This design comes from an exercise in tuning for small area, a short achievable clock period and few clock cycles on the open sky130 flow, not from production work.
Only simulation tests tie the RTL to the original design; equivalence was not proved.

==> flow/design.v <==
module lcs_diff #(
    parameter N  = 16,   
    parameter TW = 8     
) (
    input  wire              clk,
    input  wire              rst,
    input  wire              cmd_valid,
    output wire              cmd_ready,
    input  wire [4:0]        a_len,
    input  wire [4:0]        b_len,
    input  wire [N*TW-1:0]   a_toks,
    input  wire [N*TW-1:0]   b_toks,
    output wire              out_valid,
    input  wire              out_ready,
    output reg  [1:0]        out_op,
    output reg  [3:0]        out_idx,
    output wire [4:0]        out_len
);
    localparam OP_REM  = 2'd0;
    localparam OP_ADD  = 2'd1;
    localparam OP_KEEP = 2'd2;
    localparam OP_END  = 2'd3;
    localparam S_IDLE = 2'd0;
    localparam S_FILL = 2'd1;
    localparam S_BACK = 2'd2;
    localparam S_WALK = 2'd3;
    reg [1:0]    state;
    reg [TW-1:0] a [0:N-1];
    reg [TW-1:0] b [0:N-1];
    reg [4:0]    m, n;
    reg [4:0]    lt [0:N*N-1];
    reg [4:0]    i, j;       
    reg [3:0]    stk [0:N-1];
    reg [4:0]    sp;         
    reg [4:0]    k;          
    integer      q;
    wire [4:0] im1 = i - 5'd1;
    wire [4:0] jm1 = j - 5'd1;
    wire [7:0] idx_diag = {im1[3:0], 4'd0} + {4'd0, jm1[3:0]} - 8'd17;   
    wire [7:0] idx_left = {im1[3:0], 4'd0} + {4'd0, jm1[3:0]} - 8'd1;    
    wire [7:0] idx_up   = {im1[3:0], 4'd0} + {4'd0, jm1[3:0]} - 8'd16;   
    wire [7:0] idx_here = {im1[3:0], 4'd0} + {4'd0, jm1[3:0]};           
    wire [4:0] l_diag = (im1 == 5'd0 || jm1 == 5'd0) ? 5'd0 : lt[idx_diag];
    wire [4:0] l_left = (i   == 5'd0 || jm1 == 5'd0) ? 5'd0 : lt[idx_left];
    wire [4:0] l_up   = (im1 == 5'd0 || j   == 5'd0) ? 5'd0 : lt[idx_up];
    wire [TW-1:0] ai = a[i[3:0] - 4'd1];    
    wire [TW-1:0] bj = b[j[3:0] - 4'd1];    
    wire          match = (ai == bj);
    wire [3:0]    lcs_k  = stk[sp[3:0] - 4'd1 - k[3:0]];    
    wire [TW-1:0] c_tok  = a[lcs_k];
    wire [TW-1:0] wa     = a[i[3:0]];
    wire [TW-1:0] wb     = b[j[3:0]];
    always @(*) begin
        if (k < sp) begin
            if (wa != c_tok) begin
                out_op = OP_REM;  out_idx = i[3:0];
            end else if (wb != c_tok) begin
                out_op = OP_ADD;  out_idx = j[3:0];
            end else begin
                out_op = OP_KEEP; out_idx = lcs_k;
            end
        end else if (i < m) begin
            out_op = OP_REM;  out_idx = i[3:0];
        end else if (j < n) begin
            out_op = OP_ADD;  out_idx = j[3:0];
        end else begin
            out_op = OP_END;  out_idx = 4'd0;
        end
    end
    assign cmd_ready = (state == S_IDLE);
    assign out_valid = (state == S_WALK);
    assign out_len   = sp;
    always @(posedge clk) begin
        if (rst) begin
            state <= S_IDLE;
            sp    <= 5'd0;
            k     <= 5'd0;
            i     <= 5'd0;
            j     <= 5'd0;
            m     <= 5'd0;
            n     <= 5'd0;
        end else begin
            case (state)
            S_IDLE: begin
                if (cmd_valid) begin
                    for (q = 0; q < N; q = q + 1) begin
                        a[q] <= a_toks[q*TW +: TW];
                        b[q] <= b_toks[q*TW +: TW];
                    end
                    m     <= a_len;
                    n     <= b_len;
                    i     <= 5'd1;
                    j     <= 5'd1;
                    sp    <= 5'd0;
                    k     <= 5'd0;
                    if (a_len == 5'd0 || b_len == 5'd0)
                        state <= S_BACK;
                    else
                        state <= S_FILL;
                end
            end
            S_FILL: begin
                if (match)
                    lt[idx_here] <= l_diag + 5'd1;
                else if (l_left >= l_up)
                    lt[idx_here] <= l_left;
                else
                    lt[idx_here] <= l_up;
                if (j == n) begin
                    j <= 5'd1;
                    if (i == m) begin
                        i     <= m;
                        j     <= n;
                        state <= S_BACK;
                    end else begin
                        i <= i + 5'd1;
                    end
                end else begin
                    j <= j + 5'd1;
                end
            end
            S_BACK: begin
                if (i == 5'd0 || j == 5'd0 || m == 5'd0 || n == 5'd0) begin
                    i     <= 5'd0;
                    j     <= 5'd0;
                    k     <= 5'd0;
                    state <= S_WALK;
                end else if (match) begin
                    stk[sp[3:0]] <= i[3:0] - 4'd1;
                    sp <= sp + 5'd1;
                    i  <= i - 5'd1;
                    j  <= j - 5'd1;
                end else if (l_left >= l_up) begin
                    j <= j - 5'd1;
                end else begin
                    i <= i - 5'd1;
                end
            end
            S_WALK: begin
                if (out_ready) begin
                    case (out_op)
                    OP_REM:  i <= i + 5'd1;
                    OP_ADD:  j <= j + 5'd1;
                    OP_KEEP: begin
                        i <= i + 5'd1;
                        j <= j + 5'd1;
                        k <= k + 5'd1;
                    end
                    default: state <= S_IDLE;
                    endcase
                end
            end
            endcase
        end
    end
endmodule
==> flow/run.sh <==
#!/bin/bash
# synth_recipe.tcl (not shown) runs the flow's synth.tcl, then flattens the netlist and writes it again
# the make line also repeats each setting of config.mk as NAME=value (left out here)
make -C /OpenROAD-flow-scripts/flow DESIGN_CONFIG=/design/flow/config.mk WORK_HOME=/design/flow/orfs CLKGATE_MAP_FILE= SYNTH_SCRIPT=/design/flow/synth_recipe.tcl finish
==> flow/config.mk <==
export PLATFORM = sky130hd
export DESIGN_NAME = lcs_diff
export DESIGN_NICKNAME = lcs_diff
export VERILOG_FILES = /design/flow/design.v
export SDC_FILE = /design/flow/constraint.sdc
export NUM_CORES = 4
export LEC_CHECK = 0
export CAP_MARGIN = 30
export CORE_MARGIN = 2
export CORE_UTILIZATION = 40
export SLEW_MARGIN = 40
==> flow/constraint.sdc <==
create_clock -name core_clock -period 11.0 [get_ports {clk}]
set_input_delay 2.2000 -clock core_clock [delete_from_list [all_inputs] [get_ports {clk}]]
set_output_delay 2.2000 -clock core_clock [all_outputs]
set_load 0.01 [all_outputs]
==> impl_metrics.py <==
metrics = {
    "place": {
        "io_buffers": 282,
        "post_dp_cell_area_mm2": 0.08839,
        "dp_cells": 8283,
        "finalWeightedCongestion": 0.9479,
        "dp_hpwl_mm": 187.8,
    },
    "global_routing": {
        "grt_antenna_before_repair": 19,
        "gr-usage-all-layers_pct": 26.94,
        "gr-total-overflow": 0,
        "grt_pass1_wl_mm": 410.1,
        "grt_max_degree": 145,
        "grt_pass1_vias": 55918,
    },
    "sta": {
        "setup_viol": 0,
        "maxSlewViolCount": 0,
        "worst_slew_pin_slew_ns": 1.011,
        "finalSetupTns_ns": 0,
        "relSlewSlack_pct": 32.22,
        "clock_skew_ns": 0.07732,
        "fmax_mhz": 100.2,
        "fin_crit_sh_pct": 90.69,
        "rsz0062_at_grt": "false",
        "hold_viol": 0,
        "period_needed_ns": 9.976,
    },
    "logic_synthesis": {
        "synth_ff_type": "edfxtp_1",
        "postSynthAreaPerCell_um2": 14.59,
        "yosysSeqAreaShare_pct": 59.21,
        "netlist_instances": 5634,
        "ys_ff_latch": 1632,
        "post_synth_num_cell_types": 105,
        "syn_nets": 5954,
        "async_flop_share_pct": 0,
        "yosysWarnings": 3,
        "synth_edf_count": 1600,
        "syn_area_mm2": 0.08223,
    },
    "cells_and_area": {
        "layout_common_cells": "1600 x edfxtp_1, 585 x mux4_2, 435 x nor2_1",
        "syn_to_final_growth_pct": 14.60,
        "layout.nets": 6093,
        "stdcell_count": 8615,
        "finalInstanceArea_mm2": 0.09423,
        "final_common_cell": "edfxtp_1",
        "drive_above_1_share_pct": 19.12,
        "final_core_util_pct": 46.11,
    },
    "worst_setup_path": {
        "r2r_end": "lt[142][3]",
        "worstSetupPathType": "reg -> out",
        "r2r_cells": 25,
        "arrival_ns": 7.78,
        "reg2reg_slack_ns": 2.19,
        "reg2reg_from": "j[0]",
        "cp-end-kind": "output pin",
        "start_kind": "flop",
        "cp.required_ns": 8.80,
        "worstPathMaxFanout": 16,
    },
    "route": {
        "drt_iter0_markers": 8333,
        "drt-total-wl_mm": 287.5,
        "ant_nets": 0,
        "vias": 57167,
        "via_per_inst": 6.636,
        "drcViolationCount": 0,
        "drt_first_pass_iters": 9,
        "routedWlPerCell_um": 33.38,
    },
    "cts": {
        "h-tree-depth": 4,
        "clk_pin_slew_ns": 0.06,
        "holdBufCountCts": 0,
        "root_buffer": "clkbuf_16",
        "cts_buffers": 175,
        "cts_resized": 0,
        "postCtsSetupBuffers": 0,
        "clk_latency_ns": 0.85,
        "clkSinkCount": 1632,
        "clockBufferDepth": 3,
        "cts_tree": "done",
    },
    "floorplan": {
        "rows": 166,
        "die_area_mm2": 0.2092,
        "fp.dieH_um": 457.4,
        "die_x_um": 457.4,
        "core_mm2": 0.2044,
        "initial_utilization_pct": 40.23,
        "ios": 283,
    },
    "hold_path": {
        "whs_path_depth": 2,
        "hold_start": "m[4]",
        "hold_end": "m[4]",
        "hold_class": "reg -> reg",
    },
    "status": {
        "run_status": "complete, no violations",
    },
    "run": {
        "drv_cap": 0,
    },
}
-- sequential cells by signal, summed over array words and instances, names as in the netlist, 5 cells and up --
name	cells
lt	1280
a	128
b	128
stk	64
i	5
j	5
k	5
m	5
n	5
sp	5
-- synthesized netlist by cell type (53+ instances only) --
cell	number	share of area (%)
o221ai_1	102	1.1
mux2i_1	202	2.5
buf_2	53	0.32
nand3_1	200	1.2
a211oi_1	121	1.1
nor2b_1	91	0.69
mux4_2	585	16
o22ai_1	66	0.50
nand2_1	429	2.0
a31oi_1	74	0.56
o21ai_0	146	0.89
edfxtp_1	1600	58
a22oi_1	81	0.74
buf_1	102	0.47
nor2_1	442	2.0
clkbuf_1	307	1.4
a21oi_1	211	1.3
a221oi_1	66	0.70
-- cell type report --
type / count / area (um^2)
Timing Repair Buffer: 436 / 4320
Clock inverter: 104 / 1216
Sequential cell: 1632 / 48700
Fill cell: 17810 / 110100
Clock buffer: 214 / 4547
Antenna cell: 13 / 32.53
Tap cell: 2688 / 3363
Multi-Input combinational cell: 3476 / 31860
Inverter: 52 / 198.9
-- critical path, stage by stage, from the launching register on --
cell and delay [ns]:
dfxtp_1 0.46, ha_2 0.24, inv_1 0.06, fa_1 0.98, mux4_2 0.41, mux2i_1 0.32, nand3_1 0.40, nand2_1 0.37
buf_4 0.35, mux2_2 0.39, a221oi_2 0.38, nand4_1 0.27, and3_1 0.22, o21ai_0 0.16, nand4_1 0.19, nor3_2 0.47
nor2_1 0.14, a221oi_1 0.47, clkdlybuf4s50_1 0.62
-- layer usage --
layer / GRT usage, % / up-vias / share of wire [%]
met5: 0 / - / 0
li1: - / 23343 / -
met1: 36.05 / 29399 / 38
met2: 41.49 / 3727 / 46
met4: 12.56 / 0 / 4.9
met3: 6.532 / 698 / 11
-- stage by stage --
stage | setup WS [ns] | hold WS, ns
2_1_floorplan | 0.1011 | 0.4496
3_3_place_gp | 1.974 | 0.4787
3_5_place_dp | 1.925 | 0.4825
4_1_cts | 0.9797 | 0.4918
5_1_grt | 0.6317 | 0.5231
6_report | 1.025 | 0.4891
-- cells by family (layout without fill, tap and decap cells) --
kind of cell	count (synthesis)	count (layout)	synth area share, %
AOI/OAI and AO/OA	1183	1183	10.36
DFF	1632	1632	59.21
muxes	825	825	19.03
xor gates and xnor gates	48	48	0.5204
buffers and inverters	526	806	2.552
other	0	13	0
and+or+nand+nor	1370	1370	7.561
adders and majority gates	50	50	0.7700
-- worst max-delay path by stage --
stage,from,end,slack [ns],cells past startpoint
floorplan,j[0],lt[0][1],0.10,27
global placement,sp[0],out_idx[0],1.97,17
detailed placement,sp[0],out_idx[0],1.92,18
CTS,sp[0],out_idx[0],0.98,18
global route,sp[0],out_idx[0],0.63,18
finish,sp[0],out_idx[0],1.02,18
Testbench counts, summed over its fixed seeds: cycles 79,484.

==> static timing again, ports no longer ideal <==
No port has a modelled driver above. Below, the same layout with a new extraction and two added sets of constraints. Step 1 assumes that a clkbuf_16 drives the clock port and a buf_2 every other input. Step 2 times the ports against the registers' clock, not the clock port: input delays grow and output delays shrink by t, the midpoint of the rising clock arrivals with the driver on. Slacks: ideal ports / drivers / drivers and shift; pairs: ideal ports / drivers.
t (ns): 0.906
setup slack, ns: 1.024 / 0.933 / 1.840
worst data-port slew with drivers (ns): 0.12
After both steps setup and hold are still met in this run. For this run, drivers alone change the setup slack by -0.091 ns; drivers and shift together by +0.816 ns.
